Background: an optimization exercise with open tools, aiming at small area, a short achievable clock period and few clock cycles per item. Do not read the settings as production practice.
Function was checked by simulation only, so behaviour that the tests miss may differ from the original.
No activity file was given, so power comes from the tool's default toggle rates.

--- design.v ---
module inav_decoder (
    input  wire         clk,
    input  wire         rst,         
    input  wire         cmd_valid,
    output wire         cmd_ready,
    input  wire [124:0] cmd,
    output reg          rsp_valid,
    output wire [485:0] rsp
);
    localparam [2:0] ST_OK         = 3'd0;
    localparam [2:0] ST_FRAMING    = 3'd1;
    localparam [2:0] ST_CRC        = 3'd2;
    localparam [2:0] ST_UNKNOWN_WT = 3'd3;
    localparam [2:0] ST_EVEN_BUF   = 3'd4;
    localparam [2:0] ST_RESYNC     = 3'd5;
    localparam [2:0] ST_ILLEGAL    = 3'd7;
    reg          rdy;
    reg          asm_odd;       
    reg  [111:6] evb;           
    reg  [10:1]  evwt;          
    reg          evwt_ok;       
    reg          v1;            
    reg  [3:0]   op1;
    reg  [2:0]   st1;           
    reg          pair1;         
    reg          ev1;           
    reg  [23:0]  syn0, syn1;    
    reg  [15:0]  pd;            
    reg  [3:0]   gt1;           
    reg  [3:0]   gta;           
    assign cmd_ready = rdy;
    wire       accept    = cmd_valid & rdy;
    wire [3:0] op        = cmd[124:121];
    wire       odd       = cmd[120];
    wire       marker_ok = (cmd[119] == odd);
    wire       submit    = (op == 4'h0);
    wire       ev_load   = accept & (cmd[124:119] == 6'd0);    
    wire [10:0] wt_in;
    genvar gi;
    generate
        for (gi = 0; gi <= 10; gi = gi + 1) begin : g_dec
            assign wt_in[gi] = (cmd[117:112] == gi);
        end
    endgenerate
    wire [7:0]  lo = cmd[13:6] & {8{~odd}};
    wire [23:0] syn_in0, syn_in1;
    wire r0x_0 = cmd[60] ^ cmd[92];
    wire r0x_1 = cmd[62] ^ cmd[94];
    wire r0x_2 = cmd[86] ^ cmd[114];
    wire r0x_3 = cmd[64] ^ cmd[96];
    wire r0x_4 = cmd[98] ^ cmd[116];
    wire r0x_5 = cmd[32] ^ cmd[72];
    wire r0x_6 = cmd[40] ^ cmd[84];
    wire r0x_7 = cmd[58] ^ cmd[90];
    wire r0x_8 = cmd[70] ^ cmd[110];
    wire r0x_9 = cmd[56] ^ cmd[88];
    wire r0x_10 = cmd[30] ^ cmd[34];
    wire r0x_11 = cmd[36] ^ cmd[66];
    wire r0x_12 = cmd[38] ^ cmd[42];
    wire r0x_13 = cmd[52] ^ cmd[76];
    wire r0x_14 = cmd[68] ^ cmd[78];
    wire r0x_15 = cmd[102] ^ cmd[108];
    wire r0x_16 = cmd[46] ^ r0x_2;
    wire r0x_17 = cmd[106] ^ r0x_1;
    wire r0x_18 = cmd[48] ^ cmd[104];
    wire r0x_19 = cmd[74] ^ cmd[118];
    wire r0x_20 = cmd[100] ^ cmd[112];
    wire r0x_21 = cmd[54] ^ r0x_0;
    wire r0x_22 = r0x_3 ^ r0x_7;
    wire r0x_23 = cmd[50] ^ r0x_4;
    wire r0x_24 = r0x_8 ^ r0x_21;
    wire r0x_25 = cmd[80] ^ cmd[82];
    wire r0x_26 = cmd[44] ^ r0x_6;
    wire r0x_27 = r0x_5 ^ r0x_9;
    wire r0x_28 = cmd[68] ^ r0x_10;
    wire r0x_29 = cmd[72] ^ r0x_15;
    wire r0x_30 = cmd[82] ^ r0x_11;
    wire r0x_31 = cmd[104] ^ r0x_14;
    wire r0x_32 = cmd[114] ^ r0x_13;
    wire r0x_33 = cmd[30] ^ cmd[46];
    wire r0x_34 = cmd[44] ^ cmd[110];
    wire r0x_35 = cmd[106] ^ cmd[112];
    wire r0x_36 = cmd[32] ^ r0x_0;
    wire r0x_37 = cmd[66] ^ r0x_13;
    wire r0x_38 = cmd[70] ^ r0x_20;
    wire r0x_39 = cmd[80] ^ r0x_12;
    wire r0x_40 = cmd[118] ^ r0x_10;
    wire r0x_41 = r0x_1 ^ r0x_18;
    wire r0x_42 = r0x_2 ^ r0x_19;
    wire r0x_43 = r0x_9 ^ r0x_14;
    wire r0x_44 = cmd[86] ^ r0x_17;
    wire r0x_45 = r0x_16 ^ r0x_22;
    wire r0x_46 = r0x_16 ^ r0x_23;
    wire r0x_47 = cmd[36] ^ cmd[116];
    wire r0x_48 = cmd[42] ^ cmd[82];
    wire r0x_49 = cmd[48] ^ cmd[64];
    wire r0x_50 = cmd[50] ^ cmd[78];
    wire r0x_51 = cmd[52] ^ cmd[100];
    wire r0x_52 = cmd[74] ^ cmd[88];
    wire r0x_53 = cmd[80] ^ cmd[90];
    wire r0x_54 = cmd[84] ^ cmd[98];
    wire r0x_55 = cmd[106] ^ cmd[108];
    wire r0x_56 = cmd[108] ^ cmd[112];
    wire r0x_57 = cmd[30] ^ r0x_4;
    wire r0x_58 = cmd[34] ^ r0x_34;
    wire r0x_59 = cmd[38] ^ r0x_19;
    wire r0x_60 = cmd[40] ^ r0x_8;
    wire r0x_61 = cmd[42] ^ r0x_15;
    wire r0x_62 = cmd[62] ^ r0x_5;
    wire r0x_63 = cmd[94] ^ r0x_25;
    wire r0x_64 = cmd[98] ^ r0x_0;
    wire r0x_65 = r0x_4 ^ r0x_11;
    wire r0x_66 = r0x_6 ^ r0x_7;
    wire r0x_67 = r0x_18 ^ r0x_33;
    wire r0x_68 = r0x_5 ^ r0x_37;
    wire r0x_69 = r0x_16 ^ r0x_26;
    wire r0x_70 = r0x_17 ^ r0x_29;
    wire r0x_71 = r0x_20 ^ r0x_32;
    wire r0x_72 = r0x_22 ^ r0x_42;
    wire r0x_73 = r0x_23 ^ r0x_27;
    wire r0x_74 = r0x_27 ^ r0x_41;
    wire r0x_75 = r0x_36 ^ r0x_40;
    wire r0x_76 = cmd[48] ^ cmd[50];
    wire r0x_77 = cmd[102] ^ lo[0];
    wire r0x_78 = r0x_8 ^ r0x_35;
    wire r0x_79 = r0x_76 ^ r0x_37;
    wire r0x_80 = r0x_77 ^ r0x_78;
    wire r0x_81 = r0x_69 ^ r0x_75;
    wire r0x_82 = r0x_79 ^ r0x_80;
    wire r0x_83 = r0x_81 ^ r0x_82;
    wire r0x_84 = cmd[40] ^ cmd[76];
    wire r0x_85 = r0x_20 ^ r0x_34;
    wire r0x_86 = r0x_52 ^ r0x_84;
    wire r0x_87 = r0x_21 ^ r0x_30;
    wire r0x_88 = r0x_57 ^ r0x_85;
    wire r0x_89 = r0x_86 ^ r0x_45;
    wire r0x_90 = r0x_87 ^ r0x_88;
    wire r0x_91 = r0x_89 ^ r0x_90;
    wire r0x_92 = lo[2] ^ r0x_19;
    wire r0x_93 = r0x_48 ^ r0x_54;
    wire r0x_94 = r0x_31 ^ r0x_38;
    wire r0x_95 = r0x_92 ^ r0x_93;
    wire r0x_96 = r0x_45 ^ r0x_70;
    wire r0x_97 = r0x_94 ^ r0x_95;
    wire r0x_98 = r0x_96 ^ r0x_97;
    wire r0x_99 = cmd[44] ^ cmd[90];
    wire r0x_100 = r0x_10 ^ r0x_12;
    wire r0x_101 = r0x_51 ^ r0x_99;
    wire r0x_102 = r0x_23 ^ r0x_43;
    wire r0x_103 = r0x_60 ^ r0x_100;
    wire r0x_104 = r0x_101 ^ r0x_44;
    wire r0x_105 = r0x_102 ^ r0x_103;
    wire r0x_106 = r0x_104 ^ r0x_105;
    wire r0x_107 = cmd[36] ^ cmd[54];
    wire r0x_108 = cmd[70] ^ lo[4];
    wire r0x_109 = r0x_25 ^ r0x_35;
    wire r0x_110 = r0x_107 ^ r0x_29;
    wire r0x_111 = r0x_66 ^ r0x_67;
    wire r0x_112 = r0x_108 ^ r0x_109;
    wire r0x_113 = r0x_110 ^ r0x_111;
    wire r0x_114 = r0x_112 ^ r0x_113;
    wire r0x_115 = cmd[60] ^ r0x_8;
    wire r0x_116 = r0x_25 ^ r0x_42;
    wire r0x_117 = r0x_57 ^ r0x_61;
    wire r0x_118 = r0x_115 ^ r0x_68;
    wire r0x_119 = r0x_116 ^ r0x_117;
    wire r0x_120 = r0x_118 ^ r0x_119;
    wire r0x_121 = cmd[54] ^ cmd[76];
    wire r0x_122 = lo[6] ^ r0x_11;
    wire r0x_123 = r0x_12 ^ r0x_20;
    wire r0x_124 = r0x_55 ^ r0x_121;
    wire r0x_125 = r0x_22 ^ r0x_26;
    wire r0x_126 = r0x_67 ^ r0x_122;
    wire r0x_127 = r0x_123 ^ r0x_124;
    wire r0x_128 = r0x_73 ^ r0x_125;
    wire r0x_129 = r0x_126 ^ r0x_127;
    wire r0x_130 = r0x_128 ^ r0x_129;
    wire r0x_131 = r0x_6 ^ r0x_11;
    wire r0x_132 = r0x_31 ^ r0x_40;
    wire r0x_133 = r0x_62 ^ r0x_64;
    wire r0x_134 = r0x_131 ^ r0x_45;
    wire r0x_135 = r0x_132 ^ r0x_133;
    wire r0x_136 = r0x_134 ^ r0x_135;
    wire r0x_137 = cmd[14] ^ cmd[108];
    wire r0x_138 = cmd[116] ^ r0x_3;
    wire r0x_139 = r0x_12 ^ r0x_137;
    wire r0x_140 = r0x_30 ^ r0x_43;
    wire r0x_141 = r0x_138 ^ r0x_139;
    wire r0x_142 = r0x_24 ^ r0x_69;
    wire r0x_143 = r0x_140 ^ r0x_141;
    wire r0x_144 = r0x_142 ^ r0x_143;
    wire r0x_145 = cmd[34] ^ cmd[68];
    wire r0x_146 = cmd[70] ^ cmd[100];
    wire r0x_147 = r0x_49 ^ r0x_52;
    wire r0x_148 = r0x_145 ^ r0x_146;
    wire r0x_149 = r0x_36 ^ r0x_39;
    wire r0x_150 = r0x_65 ^ r0x_147;
    wire r0x_151 = r0x_148 ^ r0x_44;
    wire r0x_152 = r0x_149 ^ r0x_150;
    wire r0x_153 = r0x_151 ^ r0x_152;
    wire r0x_154 = cmd[16] ^ cmd[102];
    wire r0x_155 = r0x_0 ^ r0x_7;
    wire r0x_156 = r0x_154 ^ r0x_17;
    wire r0x_157 = r0x_28 ^ r0x_32;
    wire r0x_158 = r0x_39 ^ r0x_155;
    wire r0x_159 = r0x_73 ^ r0x_156;
    wire r0x_160 = r0x_157 ^ r0x_158;
    wire r0x_161 = r0x_159 ^ r0x_160;
    wire r0x_162 = cmd[58] ^ cmd[112];
    wire r0x_163 = r0x_1 ^ r0x_162;
    wire r0x_164 = r0x_28 ^ r0x_29;
    wire r0x_165 = r0x_59 ^ r0x_163;
    wire r0x_166 = r0x_24 ^ r0x_46;
    wire r0x_167 = r0x_164 ^ r0x_165;
    wire r0x_168 = r0x_166 ^ r0x_167;
    wire r0x_169 = cmd[18] ^ cmd[88];
    wire r0x_170 = r0x_15 ^ r0x_18;
    wire r0x_171 = r0x_50 ^ r0x_169;
    wire r0x_172 = r0x_17 ^ r0x_26;
    wire r0x_173 = r0x_64 ^ r0x_170;
    wire r0x_174 = r0x_171 ^ r0x_172;
    wire r0x_175 = r0x_173 ^ r0x_174;
    wire r0x_176 = cmd[60] ^ r0x_3;
    wire r0x_177 = r0x_19 ^ r0x_47;
    wire r0x_178 = r0x_60 ^ r0x_176;
    wire r0x_179 = r0x_177 ^ r0x_71;
    wire r0x_180 = r0x_74 ^ r0x_178;
    wire r0x_181 = r0x_179 ^ r0x_180;
    wire r0x_182 = cmd[20] ^ cmd[66];
    wire r0x_183 = cmd[76] ^ cmd[114];
    wire r0x_184 = r0x_3 ^ r0x_53;
    wire r0x_185 = r0x_182 ^ r0x_183;
    wire r0x_186 = r0x_26 ^ r0x_38;
    wire r0x_187 = r0x_41 ^ r0x_61;
    wire r0x_188 = r0x_184 ^ r0x_185;
    wire r0x_189 = r0x_75 ^ r0x_186;
    wire r0x_190 = r0x_187 ^ r0x_188;
    wire r0x_191 = r0x_189 ^ r0x_190;
    wire r0x_192 = cmd[48] ^ cmd[78];
    wire r0x_193 = cmd[84] ^ cmd[88];
    wire r0x_194 = r0x_12 ^ r0x_192;
    wire r0x_195 = r0x_193 ^ r0x_30;
    wire r0x_196 = r0x_32 ^ r0x_38;
    wire r0x_197 = r0x_62 ^ r0x_194;
    wire r0x_198 = r0x_195 ^ r0x_196;
    wire r0x_199 = r0x_197 ^ r0x_198;
    wire r0x_200 = cmd[22] ^ cmd[42];
    wire r0x_201 = cmd[92] ^ cmd[102];
    wire r0x_202 = r0x_3 ^ r0x_5;
    wire r0x_203 = r0x_200 ^ r0x_201;
    wire r0x_204 = r0x_17 ^ r0x_30;
    wire r0x_205 = r0x_31 ^ r0x_58;
    wire r0x_206 = r0x_202 ^ r0x_203;
    wire r0x_207 = r0x_46 ^ r0x_204;
    wire r0x_208 = r0x_205 ^ r0x_206;
    wire r0x_209 = r0x_207 ^ r0x_208;
    wire r0x_210 = cmd[116] ^ r0x_14;
    wire r0x_211 = r0x_33 ^ r0x_35;
    wire r0x_212 = r0x_49 ^ r0x_53;
    wire r0x_213 = r0x_59 ^ r0x_210;
    wire r0x_214 = r0x_211 ^ r0x_212;
    wire r0x_215 = r0x_24 ^ r0x_68;
    wire r0x_216 = r0x_213 ^ r0x_214;
    wire r0x_217 = r0x_215 ^ r0x_216;
    wire r0x_218 = cmd[24] ^ cmd[38];
    wire r0x_219 = cmd[118] ^ r0x_2;
    wire r0x_220 = r0x_13 ^ r0x_18;
    wire r0x_221 = r0x_55 ^ r0x_218;
    wire r0x_222 = r0x_28 ^ r0x_63;
    wire r0x_223 = r0x_66 ^ r0x_219;
    wire r0x_224 = r0x_220 ^ r0x_221;
    wire r0x_225 = r0x_24 ^ r0x_222;
    wire r0x_226 = r0x_223 ^ r0x_224;
    wire r0x_227 = r0x_225 ^ r0x_226;
    wire r0x_228 = cmd[80] ^ cmd[92];
    wire r0x_229 = r0x_6 ^ r0x_228;
    wire r0x_230 = r0x_22 ^ r0x_43;
    wire r0x_231 = r0x_65 ^ r0x_229;
    wire r0x_232 = r0x_70 ^ r0x_71;
    wire r0x_233 = r0x_230 ^ r0x_231;
    wire r0x_234 = r0x_232 ^ r0x_233;
    wire r0x_235 = cmd[26] ^ cmd[96];
    wire r0x_236 = r0x_6 ^ r0x_47;
    wire r0x_237 = r0x_48 ^ r0x_50;
    wire r0x_238 = r0x_56 ^ r0x_235;
    wire r0x_239 = r0x_27 ^ r0x_236;
    wire r0x_240 = r0x_237 ^ r0x_238;
    wire r0x_241 = r0x_24 ^ r0x_44;
    wire r0x_242 = r0x_239 ^ r0x_240;
    wire r0x_243 = r0x_241 ^ r0x_242;
    wire r0x_244 = cmd[66] ^ cmd[100];
    wire r0x_245 = r0x_4 ^ r0x_12;
    wire r0x_246 = r0x_15 ^ r0x_244;
    wire r0x_247 = r0x_31 ^ r0x_63;
    wire r0x_248 = r0x_245 ^ r0x_246;
    wire r0x_249 = r0x_24 ^ r0x_72;
    wire r0x_250 = r0x_247 ^ r0x_248;
    wire r0x_251 = r0x_249 ^ r0x_250;
    wire r0x_252 = cmd[28] ^ cmd[52];
    wire r0x_253 = cmd[72] ^ r0x_1;
    wire r0x_254 = r0x_9 ^ r0x_54;
    wire r0x_255 = r0x_56 ^ r0x_252;
    wire r0x_256 = r0x_39 ^ r0x_58;
    wire r0x_257 = r0x_253 ^ r0x_254;
    wire r0x_258 = r0x_255 ^ r0x_72;
    wire r0x_259 = r0x_256 ^ r0x_257;
    wire r0x_260 = r0x_258 ^ r0x_259;
    wire r0x_261 = cmd[96] ^ r0x_25;
    wire r0x_262 = r0x_51 ^ r0x_28;
    wire r0x_263 = r0x_261 ^ r0x_46;
    wire r0x_264 = r0x_74 ^ r0x_262;
    wire r0x_265 = r0x_263 ^ r0x_264;
    assign syn_in0[0] = r0x_83;
    assign syn_in0[1] = r0x_91;
    assign syn_in0[2] = r0x_98;
    assign syn_in0[3] = r0x_106;
    assign syn_in0[4] = r0x_114;
    assign syn_in0[5] = r0x_120;
    assign syn_in0[6] = r0x_130;
    assign syn_in0[7] = r0x_136;
    assign syn_in0[8] = r0x_144;
    assign syn_in0[9] = r0x_153;
    assign syn_in0[10] = r0x_161;
    assign syn_in0[11] = r0x_168;
    assign syn_in0[12] = r0x_175;
    assign syn_in0[13] = r0x_181;
    assign syn_in0[14] = r0x_191;
    assign syn_in0[15] = r0x_199;
    assign syn_in0[16] = r0x_209;
    assign syn_in0[17] = r0x_217;
    assign syn_in0[18] = r0x_227;
    assign syn_in0[19] = r0x_234;
    assign syn_in0[20] = r0x_243;
    assign syn_in0[21] = r0x_251;
    assign syn_in0[22] = r0x_260;
    assign syn_in0[23] = r0x_265;
    wire r1x_0 = cmd[61] ^ cmd[93];
    wire r1x_1 = cmd[63] ^ cmd[95];
    wire r1x_2 = cmd[97] ^ cmd[115];
    wire r1x_3 = cmd[39] ^ cmd[83];
    wire r1x_4 = cmd[41] ^ cmd[85];
    wire r1x_5 = cmd[57] ^ cmd[89];
    wire r1x_6 = cmd[59] ^ cmd[91];
    wire r1x_7 = cmd[65] ^ cmd[67];
    wire r1x_8 = cmd[71] ^ cmd[111];
    wire r1x_9 = cmd[55] ^ cmd[87];
    wire r1x_10 = cmd[69] ^ cmd[109];
    wire r1x_11 = cmd[105] ^ r1x_0;
    wire r1x_12 = cmd[35] ^ cmd[119];
    wire r1x_13 = cmd[43] ^ cmd[49];
    wire r1x_14 = cmd[77] ^ cmd[101];
    wire r1x_15 = cmd[113] ^ cmd[117];
    wire r1x_16 = r1x_2 ^ r1x_7;
    wire r1x_17 = cmd[31] ^ cmd[47];
    wire r1x_18 = cmd[51] ^ cmd[75];
    wire r1x_19 = cmd[53] ^ cmd[107];
    wire r1x_20 = cmd[99] ^ r1x_1;
    wire r1x_21 = cmd[37] ^ cmd[79];
    wire r1x_22 = cmd[81] ^ cmd[103];
    wire r1x_23 = r1x_6 ^ r1x_10;
    wire r1x_24 = r1x_8 ^ r1x_9;
    wire r1x_25 = cmd[33] ^ cmd[73];
    wire r1x_26 = cmd[45] ^ r1x_4;
    wire r1x_27 = r1x_5 ^ r1x_15;
    wire r1x_28 = r1x_12 ^ r1x_18;
    wire r1x_29 = r1x_3 ^ r1x_11;
    wire r1x_30 = r1x_13 ^ r1x_14;
    wire r1x_31 = r1x_19 ^ r1x_23;
    wire r1x_32 = cmd[33] ^ cmd[71];
    wire r1x_33 = cmd[45] ^ cmd[111];
    wire r1x_34 = cmd[69] ^ cmd[83];
    wire r1x_35 = cmd[77] ^ cmd[81];
    wire r1x_36 = cmd[79] ^ cmd[107];
    wire r1x_37 = cmd[97] ^ cmd[107];
    wire r1x_38 = cmd[31] ^ r1x_22;
    wire r1x_39 = cmd[37] ^ r1x_9;
    wire r1x_40 = cmd[87] ^ r1x_17;
    wire r1x_41 = r1x_4 ^ r1x_21;
    wire r1x_42 = r1x_15 ^ r1x_17;
    wire r1x_43 = r1x_0 ^ r1x_24;
    wire r1x_44 = r1x_11 ^ r1x_26;
    wire r1x_45 = r1x_20 ^ r1x_27;
    wire r1x_46 = cmd[35] ^ cmd[51];
    wire r1x_47 = cmd[41] ^ cmd[99];
    wire r1x_48 = cmd[43] ^ cmd[117];
    wire r1x_49 = cmd[47] ^ cmd[103];
    wire r1x_50 = cmd[51] ^ cmd[109];
    wire r1x_51 = cmd[65] ^ cmd[85];
    wire r1x_52 = cmd[81] ^ cmd[105];
    wire r1x_53 = cmd[91] ^ cmd[113];
    wire r1x_54 = cmd[101] ^ cmd[119];
    wire r1x_55 = cmd[113] ^ cmd[115];
    wire r1x_56 = cmd[43] ^ r1x_1;
    wire r1x_57 = cmd[47] ^ r1x_3;
    wire r1x_58 = cmd[53] ^ r1x_25;
    wire r1x_59 = cmd[61] ^ r1x_8;
    wire r1x_60 = cmd[73] ^ r1x_14;
    wire r1x_61 = cmd[101] ^ r1x_5;
    wire r1x_62 = cmd[109] ^ r1x_32;
    wire r1x_63 = r1x_2 ^ r1x_46;
    wire r1x_64 = r1x_3 ^ r1x_55;
    wire r1x_65 = r1x_5 ^ r1x_10;
    wire r1x_66 = r1x_13 ^ r1x_19;
    wire r1x_67 = cmd[49] ^ r1x_20;
    wire r1x_68 = cmd[67] ^ r1x_30;
    wire r1x_69 = r1x_6 ^ r1x_16;
    wire r1x_70 = r1x_16 ^ r1x_24;
    wire r1x_71 = r1x_20 ^ r1x_28;
    wire r1x_72 = r1x_23 ^ r1x_54;
    wire r1x_73 = r1x_25 ^ r1x_41;
    wire r1x_74 = r1x_28 ^ r1x_59;
    wire r1x_75 = r1x_33 ^ r1x_42;
    wire r1x_76 = r1x_34 ^ r1x_40;
    wire r1x_77 = r1x_38 ^ r1x_62;
    wire r1x_78 = r1x_29 ^ r1x_70;
    wire r1x_79 = r1x_31 ^ r1x_45;
    wire r1x_80 = cmd[117] ^ r1x_52;
    wire r1x_81 = r1x_58 ^ r1x_61;
    wire r1x_82 = r1x_63 ^ r1x_80;
    wire r1x_83 = r1x_67 ^ r1x_76;
    wire r1x_84 = r1x_81 ^ r1x_82;
    wire r1x_85 = r1x_83 ^ r1x_84;
    wire r1x_86 = cmd[67] ^ cmd[119];
    wire r1x_87 = lo[1] ^ r1x_8;
    wire r1x_88 = r1x_22 ^ r1x_34;
    wire r1x_89 = r1x_37 ^ r1x_86;
    wire r1x_90 = r1x_60 ^ r1x_87;
    wire r1x_91 = r1x_88 ^ r1x_89;
    wire r1x_92 = r1x_44 ^ r1x_45;
    wire r1x_93 = r1x_90 ^ r1x_91;
    wire r1x_94 = r1x_92 ^ r1x_93;
    wire r1x_95 = cmd[75] ^ cmd[83];
    wire r1x_96 = cmd[89] ^ r1x_0;
    wire r1x_97 = r1x_14 ^ r1x_47;
    wire r1x_98 = r1x_95 ^ r1x_39;
    wire r1x_99 = r1x_96 ^ r1x_97;
    wire r1x_100 = r1x_69 ^ r1x_75;
    wire r1x_101 = r1x_98 ^ r1x_99;
    wire r1x_102 = r1x_100 ^ r1x_101;
    wire r1x_103 = cmd[79] ^ lo[3];
    wire r1x_104 = r1x_6 ^ r1x_51;
    wire r1x_105 = r1x_27 ^ r1x_28;
    wire r1x_106 = r1x_66 ^ r1x_103;
    wire r1x_107 = r1x_104 ^ r1x_77;
    wire r1x_108 = r1x_105 ^ r1x_106;
    wire r1x_109 = r1x_107 ^ r1x_108;
    wire r1x_110 = cmd[41] ^ cmd[45];
    wire r1x_111 = cmd[91] ^ r1x_2;
    wire r1x_112 = r1x_8 ^ r1x_13;
    wire r1x_113 = r1x_25 ^ r1x_36;
    wire r1x_114 = r1x_52 ^ r1x_110;
    wire r1x_115 = r1x_57 ^ r1x_111;
    wire r1x_116 = r1x_112 ^ r1x_113;
    wire r1x_117 = r1x_114 ^ r1x_115;
    wire r1x_118 = r1x_116 ^ r1x_117;
    wire r1x_119 = cmd[101] ^ cmd[103];
    wire r1x_120 = lo[5] ^ r1x_4;
    wire r1x_121 = r1x_32 ^ r1x_119;
    wire r1x_122 = r1x_39 ^ r1x_63;
    wire r1x_123 = r1x_120 ^ r1x_121;
    wire r1x_124 = r1x_122 ^ r1x_123;
    wire r1x_125 = r1x_79 ^ r1x_124;
    wire r1x_126 = cmd[97] ^ cmd[105];
    wire r1x_127 = r1x_1 ^ r1x_49;
    wire r1x_128 = r1x_126 ^ r1x_65;
    wire r1x_129 = r1x_127 ^ r1x_68;
    wire r1x_130 = r1x_74 ^ r1x_128;
    wire r1x_131 = r1x_129 ^ r1x_130;
    wire r1x_132 = cmd[35] ^ lo[7];
    wire r1x_133 = r1x_7 ^ r1x_35;
    wire r1x_134 = r1x_26 ^ r1x_39;
    wire r1x_135 = r1x_56 ^ r1x_64;
    wire r1x_136 = r1x_132 ^ r1x_133;
    wire r1x_137 = r1x_31 ^ r1x_134;
    wire r1x_138 = r1x_135 ^ r1x_136;
    wire r1x_139 = r1x_137 ^ r1x_138;
    wire r1x_140 = cmd[63] ^ cmd[69];
    wire r1x_141 = cmd[99] ^ r1x_12;
    wire r1x_142 = r1x_140 ^ r1x_11;
    wire r1x_143 = r1x_40 ^ r1x_141;
    wire r1x_144 = r1x_69 ^ r1x_73;
    wire r1x_145 = r1x_142 ^ r1x_143;
    wire r1x_146 = r1x_144 ^ r1x_145;
    wire r1x_147 = cmd[15] ^ r1x_21;
    wire r1x_148 = r1x_48 ^ r1x_16;
    wire r1x_149 = r1x_26 ^ r1x_57;
    wire r1x_150 = r1x_65 ^ r1x_147;
    wire r1x_151 = r1x_43 ^ r1x_148;
    wire r1x_152 = r1x_149 ^ r1x_150;
    wire r1x_153 = r1x_151 ^ r1x_152;
    wire r1x_154 = cmd[37] ^ cmd[43];
    wire r1x_155 = cmd[57] ^ cmd[71];
    wire r1x_156 = cmd[73] ^ r1x_17;
    wire r1x_157 = r1x_18 ^ r1x_19;
    wire r1x_158 = r1x_154 ^ r1x_155;
    wire r1x_159 = r1x_16 ^ r1x_156;
    wire r1x_160 = r1x_157 ^ r1x_158;
    wire r1x_161 = r1x_29 ^ r1x_159;
    wire r1x_162 = r1x_160 ^ r1x_161;
    wire r1x_163 = cmd[17] ^ cmd[87];
    wire r1x_164 = r1x_6 ^ r1x_37;
    wire r1x_165 = r1x_49 ^ r1x_163;
    wire r1x_166 = r1x_30 ^ r1x_164;
    wire r1x_167 = r1x_165 ^ r1x_29;
    wire r1x_168 = r1x_166 ^ r1x_167;
    wire r1x_169 = cmd[39] ^ cmd[59];
    wire r1x_170 = cmd[73] ^ cmd[103];
    wire r1x_171 = cmd[115] ^ r1x_10;
    wire r1x_172 = r1x_169 ^ r1x_170;
    wire r1x_173 = r1x_42 ^ r1x_171;
    wire r1x_174 = r1x_172 ^ r1x_43;
    wire r1x_175 = r1x_71 ^ r1x_173;
    wire r1x_176 = r1x_174 ^ r1x_175;
    wire r1x_177 = cmd[19] ^ cmd[89];
    wire r1x_178 = cmd[103] ^ r1x_36;
    wire r1x_179 = r1x_50 ^ r1x_177;
    wire r1x_180 = r1x_178 ^ r1x_179;
    wire r1x_181 = r1x_44 ^ r1x_67;
    wire r1x_182 = r1x_180 ^ r1x_181;
    wire r1x_183 = cmd[37] ^ cmd[65];
    wire r1x_184 = cmd[113] ^ r1x_35;
    wire r1x_185 = r1x_47 ^ r1x_183;
    wire r1x_186 = r1x_184 ^ r1x_185;
    wire r1x_187 = r1x_74 ^ r1x_76;
    wire r1x_188 = r1x_186 ^ r1x_187;
    wire r1x_189 = cmd[21] ^ r1x_1;
    wire r1x_190 = r1x_12 ^ r1x_53;
    wire r1x_191 = r1x_16 ^ r1x_30;
    wire r1x_192 = r1x_189 ^ r1x_190;
    wire r1x_193 = r1x_44 ^ r1x_77;
    wire r1x_194 = r1x_191 ^ r1x_192;
    wire r1x_195 = r1x_193 ^ r1x_194;
    wire r1x_196 = cmd[63] ^ cmd[71];
    wire r1x_197 = cmd[85] ^ cmd[89];
    wire r1x_198 = r1x_21 ^ r1x_196;
    wire r1x_199 = r1x_197 ^ r1x_58;
    wire r1x_200 = r1x_64 ^ r1x_198;
    wire r1x_201 = r1x_68 ^ r1x_199;
    wire r1x_202 = r1x_200 ^ r1x_201;
    wire r1x_203 = cmd[23] ^ cmd[93];
    wire r1x_204 = r1x_7 ^ r1x_21;
    wire r1x_205 = r1x_33 ^ r1x_203;
    wire r1x_206 = r1x_38 ^ r1x_61;
    wire r1x_207 = r1x_66 ^ r1x_204;
    wire r1x_208 = r1x_205 ^ r1x_206;
    wire r1x_209 = r1x_207 ^ r1x_208;
    wire r1x_210 = r1x_5 ^ r1x_14;
    wire r1x_211 = r1x_36 ^ r1x_53;
    wire r1x_212 = r1x_210 ^ r1x_211;
    wire r1x_213 = r1x_71 ^ r1x_212;
    wire r1x_214 = r1x_78 ^ r1x_213;
    wire r1x_215 = cmd[25] ^ cmd[31];
    wire r1x_216 = cmd[49] ^ cmd[95];
    wire r1x_217 = cmd[115] ^ r1x_4;
    wire r1x_218 = r1x_12 ^ r1x_35;
    wire r1x_219 = r1x_215 ^ r1x_216;
    wire r1x_220 = r1x_24 ^ r1x_217;
    wire r1x_221 = r1x_218 ^ r1x_219;
    wire r1x_222 = r1x_29 ^ r1x_31;
    wire r1x_223 = r1x_220 ^ r1x_221;
    wire r1x_224 = r1x_222 ^ r1x_223;
    wire r1x_225 = cmd[93] ^ r1x_22;
    wire r1x_226 = r1x_16 ^ r1x_41;
    wire r1x_227 = r1x_60 ^ r1x_225;
    wire r1x_228 = r1x_226 ^ r1x_227;
    wire r1x_229 = r1x_79 ^ r1x_228;
    wire r1x_230 = cmd[27] ^ cmd[83];
    wire r1x_231 = r1x_37 ^ r1x_50;
    wire r1x_232 = r1x_230 ^ r1x_27;
    wire r1x_233 = r1x_56 ^ r1x_231;
    wire r1x_234 = r1x_43 ^ r1x_73;
    wire r1x_235 = r1x_232 ^ r1x_233;
    wire r1x_236 = r1x_234 ^ r1x_235;
    wire r1x_237 = cmd[75] ^ cmd[79];
    wire r1x_238 = cmd[95] ^ cmd[99];
    wire r1x_239 = r1x_22 ^ r1x_48;
    wire r1x_240 = r1x_237 ^ r1x_238;
    wire r1x_241 = r1x_239 ^ r1x_240;
    wire r1x_242 = r1x_72 ^ r1x_241;
    wire r1x_243 = r1x_78 ^ r1x_242;
    wire r1x_244 = cmd[29] ^ cmd[33];
    wire r1x_245 = cmd[105] ^ r1x_3;
    wire r1x_246 = r1x_13 ^ r1x_18;
    wire r1x_247 = r1x_51 ^ r1x_244;
    wire r1x_248 = r1x_245 ^ r1x_246;
    wire r1x_249 = r1x_247 ^ r1x_72;
    wire r1x_250 = r1x_75 ^ r1x_248;
    wire r1x_251 = r1x_249 ^ r1x_250;
    assign syn_in1[0] = r1x_85;
    assign syn_in1[1] = r1x_94;
    assign syn_in1[2] = r1x_102;
    assign syn_in1[3] = r1x_109;
    assign syn_in1[4] = r1x_118;
    assign syn_in1[5] = r1x_125;
    assign syn_in1[6] = r1x_131;
    assign syn_in1[7] = r1x_139;
    assign syn_in1[8] = r1x_146;
    assign syn_in1[9] = r1x_153;
    assign syn_in1[10] = r1x_162;
    assign syn_in1[11] = r1x_168;
    assign syn_in1[12] = r1x_176;
    assign syn_in1[13] = r1x_182;
    assign syn_in1[14] = r1x_188;
    assign syn_in1[15] = r1x_195;
    assign syn_in1[16] = r1x_202;
    assign syn_in1[17] = r1x_209;
    assign syn_in1[18] = r1x_214;
    assign syn_in1[19] = r1x_224;
    assign syn_in1[20] = r1x_229;
    assign syn_in1[21] = r1x_236;
    assign syn_in1[22] = r1x_243;
    assign syn_in1[23] = r1x_251;
    reg [2:0] st_in;
    always @(*) begin
        case (op)
            4'h0:    st_in = !marker_ok ? ST_FRAMING :
                             !odd ? (asm_odd ? ST_RESYNC : ST_EVEN_BUF) :
                             ST_FRAMING;
            4'h1, 4'h4, 4'h5, 4'h6, 4'h7, 4'h8, 4'h9, 4'hA, 4'hB:
                     st_in = ST_OK;
            default: st_in = ST_ILLEGAL;
        endcase
    end
    always @(posedge clk) begin
        rdy   <= ~rst;
        v1    <= accept & ~rst;
        op1   <= op;
        st1   <= st_in;
        pair1 <= submit & marker_ok & odd & asm_odd;
        ev1   <= submit & marker_ok & ~odd;
        syn0  <= syn_in0;
        syn1  <= syn_in1;
        pd    <= cmd[117:102];
        gt1   <= {op == 4'hB, op == 4'hA, op == 4'h9, op == 4'h8};
        gta   <= {4{accept}} & {op == 4'hB, op == 4'hA, op == 4'h9, op == 4'h8};
        if (ev_load) begin
            evb     <= cmd[111:6];
            evwt    <= wt_in[10:1];
            evwt_ok <= (cmd[117:112] <= 6'd10);
        end
        if (rst || (accept && op == 4'h1))
            asm_odd <= 1'b0;
        else if (accept && submit && marker_ok)
            asm_odd <= ~odd;
    end
    reg  [23:0]  evsyn;         
    wire [23:0]  sab = syn0 ^ syn1;
    wire [23:0]  syn_x;
    wire tx_0 = sab[0] ^ sab[1];
    wire tx_1 = sab[2] ^ sab[3];
    wire tx_2 = sab[21] ^ sab[23];
    wire tx_3 = sab[11] ^ sab[22];
    wire tx_4 = sab[8] ^ sab[10];
    wire tx_5 = sab[9] ^ sab[12];
    wire tx_6 = sab[18] ^ tx_0;
    wire tx_7 = sab[20] ^ tx_1;
    wire tx_8 = sab[6] ^ tx_2;
    wire tx_9 = sab[7] ^ sab[15];
    wire tx_10 = sab[14] ^ sab[16];
    wire tx_11 = sab[4] ^ sab[19];
    wire tx_12 = sab[5] ^ tx_4;
    wire tx_13 = sab[17] ^ tx_5;
    wire tx_14 = tx_3 ^ tx_7;
    wire tx_15 = sab[13] ^ tx_6;
    wire tx_16 = sab[13] ^ tx_8;
    wire tx_17 = sab[0] ^ sab[4];
    wire tx_18 = sab[1] ^ sab[19];
    wire tx_19 = sab[2] ^ tx_9;
    wire tx_20 = sab[7] ^ tx_1;
    wire tx_21 = sab[14] ^ tx_11;
    wire tx_22 = tx_0 ^ tx_10;
    wire tx_23 = sab[15] ^ tx_8;
    wire tx_24 = tx_2 ^ tx_13;
    wire tx_25 = tx_3 ^ tx_6;
    wire tx_26 = sab[17] ^ tx_14;
    wire tx_27 = tx_12 ^ tx_15;
    wire tx_28 = sab[3] ^ sab[6];
    wire tx_29 = sab[4] ^ sab[8];
    wire tx_30 = sab[5] ^ sab[10];
    wire tx_31 = sab[6] ^ sab[22];
    wire tx_32 = sab[8] ^ sab[13];
    wire tx_33 = sab[10] ^ sab[11];
    wire tx_34 = sab[17] ^ sab[23];
    wire tx_35 = sab[12] ^ tx_9;
    wire tx_36 = tx_4 ^ tx_10;
    wire tx_37 = tx_9 ^ tx_32;
    wire tx_38 = sab[7] ^ tx_22;
    wire tx_39 = sab[16] ^ tx_20;
    wire tx_40 = sab[21] ^ tx_21;
    wire tx_41 = tx_13 ^ tx_29;
    wire tx_42 = sab[12] ^ tx_16;
    wire tx_43 = tx_5 ^ tx_14;
    wire tx_44 = tx_11 ^ tx_25;
    wire tx_45 = sab[8] ^ sab[16];
    wire tx_46 = tx_17 ^ tx_45;
    wire tx_47 = tx_46 ^ tx_42;
    wire tx_48 = sab[5] ^ sab[22];
    wire tx_49 = tx_48 ^ tx_8;
    wire tx_50 = tx_38 ^ tx_41;
    wire tx_51 = tx_49 ^ tx_50;
    wire tx_52 = sab[9] ^ tx_31;
    wire tx_53 = tx_34 ^ tx_19;
    wire tx_54 = tx_52 ^ tx_53;
    wire tx_55 = tx_27 ^ tx_54;
    wire tx_56 = tx_5 ^ tx_33;
    wire tx_57 = tx_20 ^ tx_56;
    wire tx_58 = tx_15 ^ tx_40;
    wire tx_59 = tx_57 ^ tx_58;
    wire tx_60 = tx_10 ^ tx_18;
    wire tx_61 = tx_30 ^ tx_60;
    wire tx_62 = tx_14 ^ tx_23;
    wire tx_63 = tx_61 ^ tx_62;
    wire tx_64 = sab[0] ^ tx_37;
    wire tx_65 = tx_64 ^ tx_26;
    wire tx_66 = sab[9] ^ sab[14];
    wire tx_67 = tx_28 ^ tx_66;
    wire tx_68 = tx_67 ^ tx_15;
    wire tx_69 = tx_18 ^ tx_19;
    wire tx_70 = tx_36 ^ tx_69;
    wire tx_71 = tx_42 ^ tx_70;
    wire tx_72 = sab[9] ^ tx_10;
    wire tx_73 = tx_37 ^ tx_72;
    wire tx_74 = tx_73 ^ tx_26;
    wire tx_75 = sab[3] ^ sab[15];
    wire tx_76 = sab[18] ^ tx_17;
    wire tx_77 = tx_75 ^ tx_36;
    wire tx_78 = tx_76 ^ tx_24;
    wire tx_79 = tx_77 ^ tx_78;
    wire tx_80 = sab[19] ^ tx_12;
    wire tx_81 = tx_13 ^ tx_23;
    wire tx_82 = tx_25 ^ tx_80;
    wire tx_83 = tx_81 ^ tx_82;
    wire tx_84 = sab[2] ^ sab[7];
    wire tx_85 = sab[9] ^ sab[20];
    wire tx_86 = sab[21] ^ tx_4;
    wire tx_87 = tx_84 ^ tx_85;
    wire tx_88 = tx_86 ^ tx_87;
    wire tx_89 = tx_88 ^ tx_44;
    wire tx_90 = tx_2 ^ tx_18;
    wire tx_91 = tx_12 ^ tx_90;
    wire tx_92 = tx_91 ^ tx_43;
    wire tx_93 = sab[10] ^ tx_17;
    wire tx_94 = tx_93 ^ tx_16;
    wire tx_95 = tx_43 ^ tx_94;
    wire tx_96 = tx_3 ^ tx_28;
    wire tx_97 = tx_12 ^ tx_96;
    wire tx_98 = tx_38 ^ tx_97;
    wire tx_99 = sab[6] ^ sab[11];
    wire tx_100 = sab[23] ^ tx_0;
    wire tx_101 = tx_99 ^ tx_19;
    wire tx_102 = tx_100 ^ tx_41;
    wire tx_103 = tx_101 ^ tx_102;
    wire tx_104 = tx_5 ^ tx_39;
    wire tx_105 = tx_27 ^ tx_104;
    wire tx_106 = sab[19] ^ tx_1;
    wire tx_107 = tx_33 ^ tx_22;
    wire tx_108 = tx_106 ^ tx_24;
    wire tx_109 = tx_107 ^ tx_108;
    wire tx_110 = sab[16] ^ tx_4;
    wire tx_111 = tx_6 ^ tx_110;
    wire tx_112 = tx_23 ^ tx_111;
    wire tx_113 = tx_26 ^ tx_112;
    wire tx_114 = tx_24 ^ tx_39;
    wire tx_115 = tx_44 ^ tx_114;
    wire tx_116 = sab[12] ^ sab[22];
    wire tx_117 = tx_11 ^ tx_34;
    wire tx_118 = tx_116 ^ tx_7;
    wire tx_119 = tx_117 ^ tx_118;
    wire tx_120 = tx_27 ^ tx_119;
    wire tx_121 = sab[1] ^ sab[5];
    wire tx_122 = sab[9] ^ sab[11];
    wire tx_123 = sab[18] ^ tx_121;
    wire tx_124 = tx_122 ^ tx_7;
    wire tx_125 = tx_21 ^ tx_123;
    wire tx_126 = tx_16 ^ tx_124;
    wire tx_127 = tx_125 ^ tx_126;
    wire tx_128 = tx_30 ^ tx_31;
    wire tx_129 = tx_7 ^ tx_35;
    wire tx_130 = tx_128 ^ tx_40;
    wire tx_131 = tx_129 ^ tx_130;
    wire tx_132 = sab[3] ^ sab[5];
    wire tx_133 = sab[20] ^ tx_3;
    wire tx_134 = tx_132 ^ tx_35;
    wire tx_135 = tx_133 ^ tx_134;
    assign syn_x[0] = tx_47;
    assign syn_x[1] = tx_51;
    assign syn_x[2] = tx_55;
    assign syn_x[3] = tx_59;
    assign syn_x[4] = tx_63;
    assign syn_x[5] = tx_65;
    assign syn_x[6] = tx_68;
    assign syn_x[7] = tx_71;
    assign syn_x[8] = tx_74;
    assign syn_x[9] = tx_79;
    assign syn_x[10] = tx_83;
    assign syn_x[11] = tx_89;
    assign syn_x[12] = tx_92;
    assign syn_x[13] = tx_95;
    assign syn_x[14] = tx_98;
    assign syn_x[15] = tx_103;
    assign syn_x[16] = tx_105;
    assign syn_x[17] = tx_109;
    assign syn_x[18] = tx_113;
    assign syn_x[19] = tx_115;
    assign syn_x[20] = tx_120;
    assign syn_x[21] = tx_127;
    assign syn_x[22] = tx_131;
    assign syn_x[23] = tx_135;
    reg  [119:0] w1;
    reg  [119:0] w2;
    reg  [121:0] w3;
    reg  [119:0] w4;
    reg  [98:0]  w5;
    reg  [118:0] w6;
    reg  [115:0] w7;
    reg  [120:0] w8;
    reg  [121:0] w9;
    reg  [121:0] w10;
    reg  [4:1]   eph_rx;
    reg  [10:7]  alm_rx;
    reg          rx5, rx6;      
    reg          new_eph, new_iono, new_utc, new_alm;
    reg  [2:0]   st2;
    reg          flag2;
    reg  [10:1]  sel0, sel1, sel2, sel3, sel4, sel5, sel6, sel7, sel8, sel9, sel10, sel11;
    wire [121:0] data  = {evb[111:6], pd};    
    wire         crc_ok = (sab == evsyn);
    wire         wt_ok  = evwt_ok;
    wire         acc    = v1 & pair1 & crc_ok & wt_ok;
    wire         clr    = rst | (v1 && op1 == 4'h1);
    wire [10:1] wdec = evwt;
    wire [10:1] we = {10{acc}} & wdec[10:1];
    wire [9:0] iod_d  = data[121:112];
    wire [9:0] iod1_n = wdec[1] ? iod_d : w1[119:110];
    wire [9:0] iod2_n = wdec[2] ? iod_d : w2[119:110];
    wire [9:0] iod3_n = wdec[3] ? iod_d : w3[121:112];
    wire [9:0] iod4_n = wdec[4] ? iod_d : w4[119:110];
    wire [3:0] ioda_d   = data[121:118];
    wire [3:0] ioda7_n  = wdec[7]  ? ioda_d : w7[115:112];
    wire [3:0] ioda8_n  = wdec[8]  ? ioda_d : w8[120:117];
    wire [3:0] ioda9_n  = wdec[9]  ? ioda_d : w9[121:118];
    wire [3:0] ioda10_n = wdec[10] ? ioda_d : w10[121:118];
    wire [4:1]  eph_rx_n = eph_rx | wdec[4:1];
    wire [10:7] alm_rx_n = alm_rx | wdec[10:7];
    wire eph_consistent = (&eph_rx_n) && (iod1_n == iod2_n) &&
                          (iod2_n == iod3_n) && (iod3_n == iod4_n);
    wire slot1_both = alm_rx_n[7] & alm_rx_n[8];
    wire slot2_both = alm_rx_n[8] & alm_rx_n[9];
    wire slot3_both = alm_rx_n[9] & alm_rx_n[10];
    wire slot1_eq   = (ioda7_n == ioda8_n);
    wire slot2_eq   = (ioda8_n == ioda9_n);
    wire slot3_eq   = (ioda9_n == ioda10_n);
    wire slot1_ok   = slot1_both &  slot1_eq;
    wire slot2_ok   = slot2_both &  slot2_eq;
    wire slot3_ok   = slot3_both &  slot3_eq;
    wire slot1_bad  = slot1_both & ~slot1_eq;
    wire slot2_bad  = slot2_both & ~slot2_eq;
    wire slot3_bad  = slot3_both & ~slot3_eq;
    wire alm_any_ok  = (wdec[7] & slot1_ok) | (wdec[8] & (slot1_ok | slot2_ok)) |
                       (wdec[9] & (slot2_ok | slot3_ok)) | (wdec[10] & slot3_ok);
    wire alm_any_bad = (wdec[7] & slot1_bad) | (wdec[8] & (slot1_bad | slot2_bad)) |
                       (wdec[9] & (slot2_bad | slot3_bad)) | (wdec[10] & slot3_bad);
    wire is_eph = wdec[1] | wdec[2] | wdec[3] | wdec[4];
    wire is_alm = wdec[7] | wdec[8] | wdec[9] | wdec[10];
    reg new_sel;
    always @(*) begin
        case (op1[1:0])
            2'd0:    new_sel = new_eph;
            2'd1:    new_sel = new_iono;
            2'd2:    new_sel = new_utc;
            default: new_sel = new_alm;
        endcase
    end
    wire hasnew = (op1[3:2] == 2'b01);
    wire get    = (op1[3:2] == 2'b10);
    wire [10:1] rx    = {alm_rx, rx6, rx5, eph_rx};
    wire [3:0]  gdec  = {op1[1:0] == 2'd3, op1[1:0] == 2'd2, op1[1:0] == 2'd1, op1[1:0] == 2'd0};
    wire [10:1] gsel  = {{4{gdec[3]}}, gdec[2], gdec[1], {4{gdec[0]}}};
    wire [10:1] gsel1 = {{4{gt1[3]}}, gt1[2], gt1[1], {4{gt1[0]}}};
    wire [10:1] gsela = {{4{gta[3]}}, gta[2], gta[1], {4{gta[0]}}};
    always @(posedge clk) begin
        if (v1 && ev1)
            evsyn <= syn_x;
        if (we[1])  w1  <= data[121:2];
        if (we[2])  w2  <= data[121:2];
        if (we[3])  w3  <= data[121:0];
        if (we[4])  w4  <= data[121:2];
        if (we[5])  w5  <= data[121:23];
        if (we[6])  w6  <= data[121:3];
        if (we[7])  w7  <= data[121:6];
        if (we[8])  w8  <= data[121:1];
        if (we[9])  w9  <= data[121:0];
        if (we[10]) w10 <= data[121:0];
        if (clr) begin
            eph_rx   <= 4'd0;
            alm_rx   <= 4'd0;
            rx5      <= 1'b0;
            rx6      <= 1'b0;
            new_eph  <= 1'b0;
            new_iono <= 1'b0;
            new_utc  <= 1'b0;
            new_alm  <= 1'b0;
        end else if (v1) begin
            if (acc && is_eph) begin
                eph_rx  <= eph_rx_n;
                new_eph <= eph_consistent;
            end
            if (acc && wdec[5]) begin
                rx5      <= 1'b1;
                new_iono <= 1'b1;
            end
            if (acc && wdec[6]) begin
                rx6     <= 1'b1;
                new_utc <= 1'b1;
            end
            if (acc && is_alm) begin
                alm_rx <= alm_rx_n;
                if (alm_any_ok)
                    new_alm <= 1'b1;
                else if (alm_any_bad)
                    new_alm <= 1'b0;
            end
            if (hasnew) begin
                case (op1[1:0])
                    2'd0: new_eph  <= 1'b0;
                    2'd1: new_iono <= 1'b0;
                    2'd2: new_utc  <= 1'b0;
                    default: new_alm <= 1'b0;
                endcase
            end
        end
        rsp_valid <= v1 & ~rst;
        st2       <= !pair1 ? st1 : !crc_ok ? ST_CRC : !wt_ok ? ST_UNKNOWN_WT : ST_OK;
        flag2     <= hasnew & new_sel;
        sel0       <= {10{get}} & gsel & rx;
        sel1       <= {10{get & v1}} & gsel & rx;
        sel2       <= {10{get & ~rst}} & gsel & rx;
        sel3       <= {10{get & v1 & ~rst}} & gsel & rx;
        sel4       <= gsel1 & rx;
        sel5       <= {10{v1}} & gsel1 & rx;
        sel6       <= {10{~rst}} & gsel1 & rx;
        sel7       <= {10{v1 & ~rst}} & gsel1 & rx;
        sel8       <= gsela & rx;
        sel9       <= {10{v1}} & gsela & rx;
        sel10      <= {10{~rst}} & gsela & rx;
        sel11      <= {10{v1 & ~rst}} & gsela & rx;
    end
    wire [119:0] r1;
    wire [119:0] r2;
    wire [121:0] r3;
    wire [119:0] r4;
    wire [98:0]  r5;
    wire [118:0] r6;
    wire [115:0] r7;
    wire [120:0] r8;
    wire [121:0] r9;
    wire [121:0] r10;
    wire [11:0]  s1  = {sel11[1], sel10[1], sel9[1], sel8[1], sel7[1], sel6[1], sel5[1], sel4[1], sel3[1], sel2[1], sel1[1], sel0[1]};
    wire [11:0]  s2  = {sel11[2], sel10[2], sel9[2], sel8[2], sel7[2], sel6[2], sel5[2], sel4[2], sel3[2], sel2[2], sel1[2], sel0[2]};
    wire [11:0]  s3  = {sel11[3], sel10[3], sel9[3], sel8[3], sel7[3], sel6[3], sel5[3], sel4[3], sel3[3], sel2[3], sel1[3], sel0[3]};
    wire [11:0]  s4  = {sel11[4], sel10[4], sel9[4], sel8[4], sel7[4], sel6[4], sel5[4], sel4[4], sel3[4], sel2[4], sel1[4], sel0[4]};
    wire [11:0]  s5  = {sel11[5], sel10[5], sel9[5], sel8[5], sel7[5], sel6[5], sel5[5], sel4[5], sel3[5], sel2[5], sel1[5], sel0[5]};
    wire [11:0]  s6  = {sel11[6], sel10[6], sel9[6], sel8[6], sel7[6], sel6[6], sel5[6], sel4[6], sel3[6], sel2[6], sel1[6], sel0[6]};
    wire [11:0]  s7  = {sel11[7], sel10[7], sel9[7], sel8[7], sel7[7], sel6[7], sel5[7], sel4[7], sel3[7], sel2[7], sel1[7], sel0[7]};
    wire [11:0]  s8  = {sel11[8], sel10[8], sel9[8], sel8[8], sel7[8], sel6[8], sel5[8], sel4[8], sel3[8], sel2[8], sel1[8], sel0[8]};
    wire [11:0]  s9  = {sel11[9], sel10[9], sel9[9], sel8[9], sel7[9], sel6[9], sel5[9], sel4[9], sel3[9], sel2[9], sel1[9], sel0[9]};
    wire [11:0]  s10 = {sel11[10], sel10[10], sel9[10], sel8[10], sel7[10], sel6[10], sel5[10], sel4[10], sel3[10], sel2[10], sel1[10], sel0[10]};
    genvar bi;
    generate
        for (bi = 0; bi < 122; bi = bi + 1) begin : g_rec
            if (bi < 120) assign r1[bi]  = w1[bi]  & s1[bi * 12 / 120];
            if (bi < 120) assign r2[bi]  = w2[bi]  & s2[bi * 12 / 120];
            assign r3[bi] = w3[bi] & s3[bi * 12 / 122];
            if (bi < 120) assign r4[bi]  = w4[bi]  & s4[bi * 12 / 120];
            if (bi < 99)  assign r5[bi]  = w5[bi]  & s5[bi * 12 / 99];
            if (bi < 119) assign r6[bi]  = w6[bi]  & s6[bi * 12 / 119];
            if (bi < 116) assign r7[bi]  = w7[bi]  & s7[bi * 12 / 116];
            if (bi < 121) assign r8[bi]  = w8[bi]  & s8[bi * 12 / 121];
            assign r9[bi]  = w9[bi]  & s9[bi * 12 / 122];
            assign r10[bi] = w10[bi] & s10[bi * 12 / 122];
        end
    endgenerate
    wire [481:0] rec_eph  = {r1, r2, r3, r4};
    wire [98:0]  rec_iono = r5;
    wire [118:0] rec_utc  = r6;
    wire [480:0] rec_alm  = {r7, r8, r9, r10};
    assign rsp = {st2, flag2,
                  rec_eph | {383'd0, rec_iono} | {363'd0, rec_utc} | {1'b0, rec_alm}};
endmodule
--- flow/run.sh ---
#!/bin/bash
# The standard layout (the standard.sh), with two changes to how it is
# made: ports are buffered with buf_2 (rather than the delay-buffer cell
# buffer_ports picks on its own), and a222oi_1, which has no stronger size
# for timing repair to swap to, is added to the platform's don't-use list.
set -euo pipefail
PLATFORM_DONT_USE="$(sed -n '/^export DONT_USE_CELLS/,/^#/p' "$FLOW_HOME/platforms/sky130hd/config.mk" | grep -o 'sky130_fd_sc_hd__[a-z0-9_]*' | tr '\n' ' ')"
bash standard.sh "BUFFER_PORTS_ARGS=-buffer_cell sky130_fd_sc_hd__buf_2" \
    "DONT_USE_CELLS=${PLATFORM_DONT_USE}sky130_fd_sc_hd__a222oi_1" finish > make_finish.log 2>&1
tail -n 20 make_finish.log
--- standard.sh ---
#!/bin/bash
# synth_recipe.tcl (not shown) runs the flow's synth.tcl, then flattens the netlist and writes it again
# the make line also repeats each setting of config.mk as NAME=value (left out here)
make -C /OpenROAD-flow-scripts/flow DESIGN_CONFIG=/design/flow/config.mk WORK_HOME=/design/flow/orfs CLKGATE_MAP_FILE= SYNTH_SCRIPT=/design/flow/synth_recipe.tcl "${@:-finish}"
--- config.mk ---
export PLATFORM = sky130hd
export DESIGN_NAME = inav_decoder
export DESIGN_NICKNAME = inav_decoder
export VERILOG_FILES = /design/flow/design.v
export SDC_FILE = /design/flow/constraint.sdc
export NUM_CORES = 4
export LEC_CHECK = 0
export CAP_MARGIN = 20
export CORE_MARGIN = 2
export CORE_UTILIZATION = 40
export CTS_BUF_LIST = sky130_fd_sc_hd__clkbuf_16
export CTS_CLUSTER_DIAMETER = 80
export CTS_CLUSTER_SIZE = 24
export PLACE_DENSITY = 0.6
export SETUP_SLACK_MARGIN = 5
export SLEW_MARGIN = 20
export TNS_END_PERCENT = 30
--- constraint.sdc ---
create_clock -name core_clock -period 8.0 [get_ports {clk}]
set_input_delay 1.6000 -clock core_clock [delete_from_list [all_inputs] [get_ports {clk}]]
set_output_delay 1.6000 -clock core_clock [all_outputs]
set_load 0.01 [all_outputs]
==> run notes <==
-- state kept, by name, summed over array words and instances, names as in the netlist, 106 cells and up --
signal,count
w7,116
w10,122
w3,122
w9,122
w4,120
evb,106
w6,119
w8,121
w2,120
w1,120
-- power by group through the flow --
stage | Sequential, W | Clock (W) | Combinational (W)
finish | 0.00949 | 0.00461 | 0.00802
detailed placement | 0.00969 | 0 | 0.00779
CTS | 0.00951 | 0.00467 | 0.00791
global route | 0.00951 | 0.00494 | 0.00846
floorplan | 0.00965 | 0 | 0.00615
global placement | 0.00969 | 0 | 0.00785
-- cell type report --
type / count / area, um^2
Fill cell: 12600 / 77400
Inverter: 59 / 229
Timing Repair Buffer: 795 / 5490
Sequential cell: 1545 / 44500
Clock buffer: 84 / 2100
Multi-Input combinational cell: 1845 / 15400
Antenna cell: 25 / 62.6
Tap cell: 1930 / 2410
Clock inverter: 62 / 389
-- stage by stage --
stage,instances,area [um^2]
final,6345,70700
after global routing,6332,70600
after CTS,6217,68600
after detailed placement,6024,64900
after global placement,6024,64900
after floorplan,3621,59800
-- kinds of logic (layout without fill, tap and decap cells) --
kind of cell | count (synthesis) | in the layout | synth area share [%]
other cells | 0 | 25 | 0
compound gates | 690 | 690 | 9.30
buf+inv | 233 | 1000 | 1.51
simple gates | 396 | 398 | 2.81
mux | 27 | 27 | 0.476
fa+ha+maj | 1 | 1 | 0.0210
xor+xnor | 729 | 729 | 11.9
flops | 1545 | 1545 | 74.0
-- worst min-delay path, cell delays in order (launching register included) --
cell	delay, ns
dfxtp_1	0.31
inv_1	0.05
o22ai_1	0.07
-- cell usage after synthesis (3+ instances only) --
| cell | instances | area share [%] |
|---|---|---|
| nor2_1 | 128 | 0.81 |
| xnor2_4 | 7 | 0.32 |
| nand2b_1 | 7 | 0.073 |
| xnor2_2 | 26 | 0.71 |
| clkbuf_1 | 133 | 0.84 |
| mux2i_1 | 25 | 0.42 |
| nor2b_1 | 13 | 0.14 |
| a31oi_1 | 8 | 0.084 |
| o221ai_1 | 4 | 0.059 |
| o31ai_1 | 5 | 0.063 |
| nand2_1 | 189 | 1.2 |
| buf_2 | 17 | 0.14 |
| dfxtp_1 | 223 | 7.5 |
| a211oi_1 | 5 | 0.063 |
| a22o_1 | 362 | 5.3 |
| xor2_2 | 9 | 0.25 |
| and3_1 | 3 | 0.031 |
| xnor3_1 | 20 | 0.75 |
| nand4_1 | 7 | 0.073 |
| o22ai_1 | 7 | 0.073 |
| edfxtp_1 | 1322 | 67 |
| a41oi_1 | 4 | 0.059 |
| xor2_1 | 144 | 2.1 |
| a22oi_1 | 220 | 2.8 |
| o211ai_1 | 3 | 0.038 |
| o21a_1 | 14 | 0.18 |
| o21ai_0 | 19 | 0.16 |
| nor4_1 | 5 | 0.052 |
| nor3_1 | 14 | 0.12 |
| inv_1 | 59 | 0.37 |
| nand3_1 | 14 | 0.12 |
| buf_1 | 23 | 0.14 |
| a21oi_1 | 20 | 0.17 |
| xnor2_1 | 521 | 7.6 |
| nor3b_1 | 4 | 0.050 |
-- cell usage in the layout (no fill, tap or decap), drive strengths merged, types with 7 or more instances in the layout --
cell type,count
a21oi,20
a22o,362
a22oi,220
a31oi,8
buf,775
clkbuf,98
dfxtp,223
diode,25
edfxtp,1322
inv,115
mux2i,25
nand2,189
nand2b,7
nand3,14
nand4,7
nor2,129
nor2b,13
nor3,14
o21a,14
o21ai,19
o22ai,7
xnor2,554
xnor3,20
xor2,155
-- metal layers --
layer	vias up	part of all wire, %	track usage [%]	wire length (um)
met1	18500	41	34.7	83400
met2	1779	48	41.0	98700
met3	313	8.1	4.32	16700
li1	15000	-	-	-
met5	-	0.13	0	258
met4	42	3.3	9.00	6780
-- timing repair --
item | CTS | global route
cloned | 10 | 12
resized for setup | 232 | 252
setup buffers | 37 | 91
endpoints found under the setup margin | 1665 | 1451
pin swaps | 15 | 77
-- worst min path at each step --
stage                   end  cells past startpoint
floorplan            st2[2]                      1
finish               st2[0]                      2
detailed placement   st2[0]                      2
global route         st2[2]                      1
CTS                  st2[0]                      2
global placement    new_utc                      1
==> summary.txt <==
Setup path
  – Family with the most delay on the worst path: flip-flops
  – CP Capture Type: output port
  – Reg2reg setup slack: 5.03 ns
  – Worst Setup EP: rsp[206]
  – Critical path's slowest cell: dfxtp_4
  – Worst reg2reg path endpoint: w9[104]
  – RR Startpoint: syn1[13]
  – Worst setup startpoint: sel8[3]
  – CP required: 6.40 ns
  – Crit start category: flop
  – Critical Path Max Stage Delay: 0.39 ns
  – Worst-path fanout max: 6
  – Cell Chain, Critical Path: clkbuf_4 > a22o_1 > buf_2
  – WP depth: 3
  – Worst r2r path cells: 10
  – Arrival time worst endpoint: 1.69 ns
  – Setup CP Type: reg -> out
  – Worst Path Buf+Inv: 2

Global routing
  – First-pass GRT wire length: 269000 um
  – Vias in the first global route: 32900
  – Initial antenna violation count: 66
  – Gr ovfl total: 0
  – GRT Resource Usage Total: 25.4%
  – Largest net degree at the start of global routing: 71

Die
  – Core ar.: 0.148 mm^2
  – Die height: 390 um
  – Die ar.: 0.152 mm^2
  – Rows: 141
  – Starting density of the core: 40.3%
  – Die W: 390 um
  – Boundary pin count: 616

Power and ir drop
  – Register share of total power: 42.9%
  – Switching Share: 31.9%
  – Clock power share: 20.8%
  – Comb power frac: 36.3%
  – Pleak: 25.3 nW
  – Power, Total: 0.0221 W
  – Pwr Density: 313 mW/mm^2
  – Net Sw Power: 0.00705 W
  – VDD IR max: 0.527 mV
  – Internal power: 0.0151 W

Yosys
  – Share of flip-flops with an asynchronous set or reset: 0%
  – Post-Syn Area: 0.0597 mm^2
  – #FFs+latches synth: 1545
  – Post-synth EDFFs: 1322
  – Syn_nets: 3750
  – Yosys warns: 1
  – Mapped Avg Cell Area: 16.5 um^2
  – Dominant synthesized flop cell: edfxtp_1
  – Cell variety after synth: 63
  – Sequential share of the synthesized area: 74.0%
  – Post-Syn Instances: 3621

Routing
  – DRT iter0 DRCs: 4347
  – Number of iterations in the first detailed-routing pass: 5
  – DRC viols: 0
  – Antenna Violating Nets Remaining: 0
  – Wire length per cell: 32.4 um
  – Final WL: 206000 um
  – Vias/cell: 5.62
  – Vias: 35700

Run status
  – Status: no timing/DRC/antenna violations

STA
  – Setup tns final: 0 ns
  – Tmin final: 3.29 ns
  – Slew HR: 30.9%
  – Hold slack final: 0.466 ns
  – Worst Slack Setup Final: 4.71 ns
  – Endpoints failing setup: 0
  – Final Max Tran Viols: 0
  – Worst Clk Skew: 0.0370 ns
  – Maximum clock rate: 304 MHz
  – Final hold vios: 0
  – Fin crit share: 41.1%
  – RSZ-0062 raised after global routing: yes
  – Worst Tran Pin Value: 1.03 ns

Layout
  – Final core occ: 47.7%
  – Layout cell share with drive strength beyond 1: 27.5%
  – Area grow syn2layout: 18.4%
  – Post-layout nets: 4454

Job
  – Max cap viols: 0

Clocking
  – Sink Count: 1545
  – Clock transition at path regs: 0.10 ns
  – Hold buffer count at cts: 0
  – CTS buffer count: 79
  – Clock Tree Root: clkbuf_16
  – CTS tree: built
  – Clock latency (worst-skew pair): 0.73 ns
  – Htree depth: 3
  – Max Root-Sink Buffers: 3

Placed design
  – HPWL Detailed: 141000 um
  – Port buffer count: 609
  – Post-place setup slack: 3.74 ns
  – Routability Congestion: 0.914

Min path
  – Hold Path Origin: st1[0]
  – Worst min path class: reg -> reg
Testbench counts, summed over its fixed seeds: cycles 5,616, items 5,600.

what the ideal ports hide:
The flow's constraints put no driver on any port. The routed layout listed below was extracted and timed again, unchanged, in two steps.
Step 1, drivers: a clkbuf_16 drives clk and a buf_2 each remaining input, both assumed.
Step 2 times the ports against the registers' clock, not the clock port: input delays grow and output delays shrink by t, the midpoint of the rising clock arrivals with the driver on.
a / b / c = no drivers / after step 1 / after step 2; a / b = the first two.
shift t [ns]: 0.790
setup slack, ns: 4.713 / 4.633 / 4.038
hold slack, ns: 0.466 / 0.466 / 0.466
After both steps setup and hold are still met in this run. The setup slack of this run moves by -0.080 ns with the drivers and by -0.675 ns with both steps.
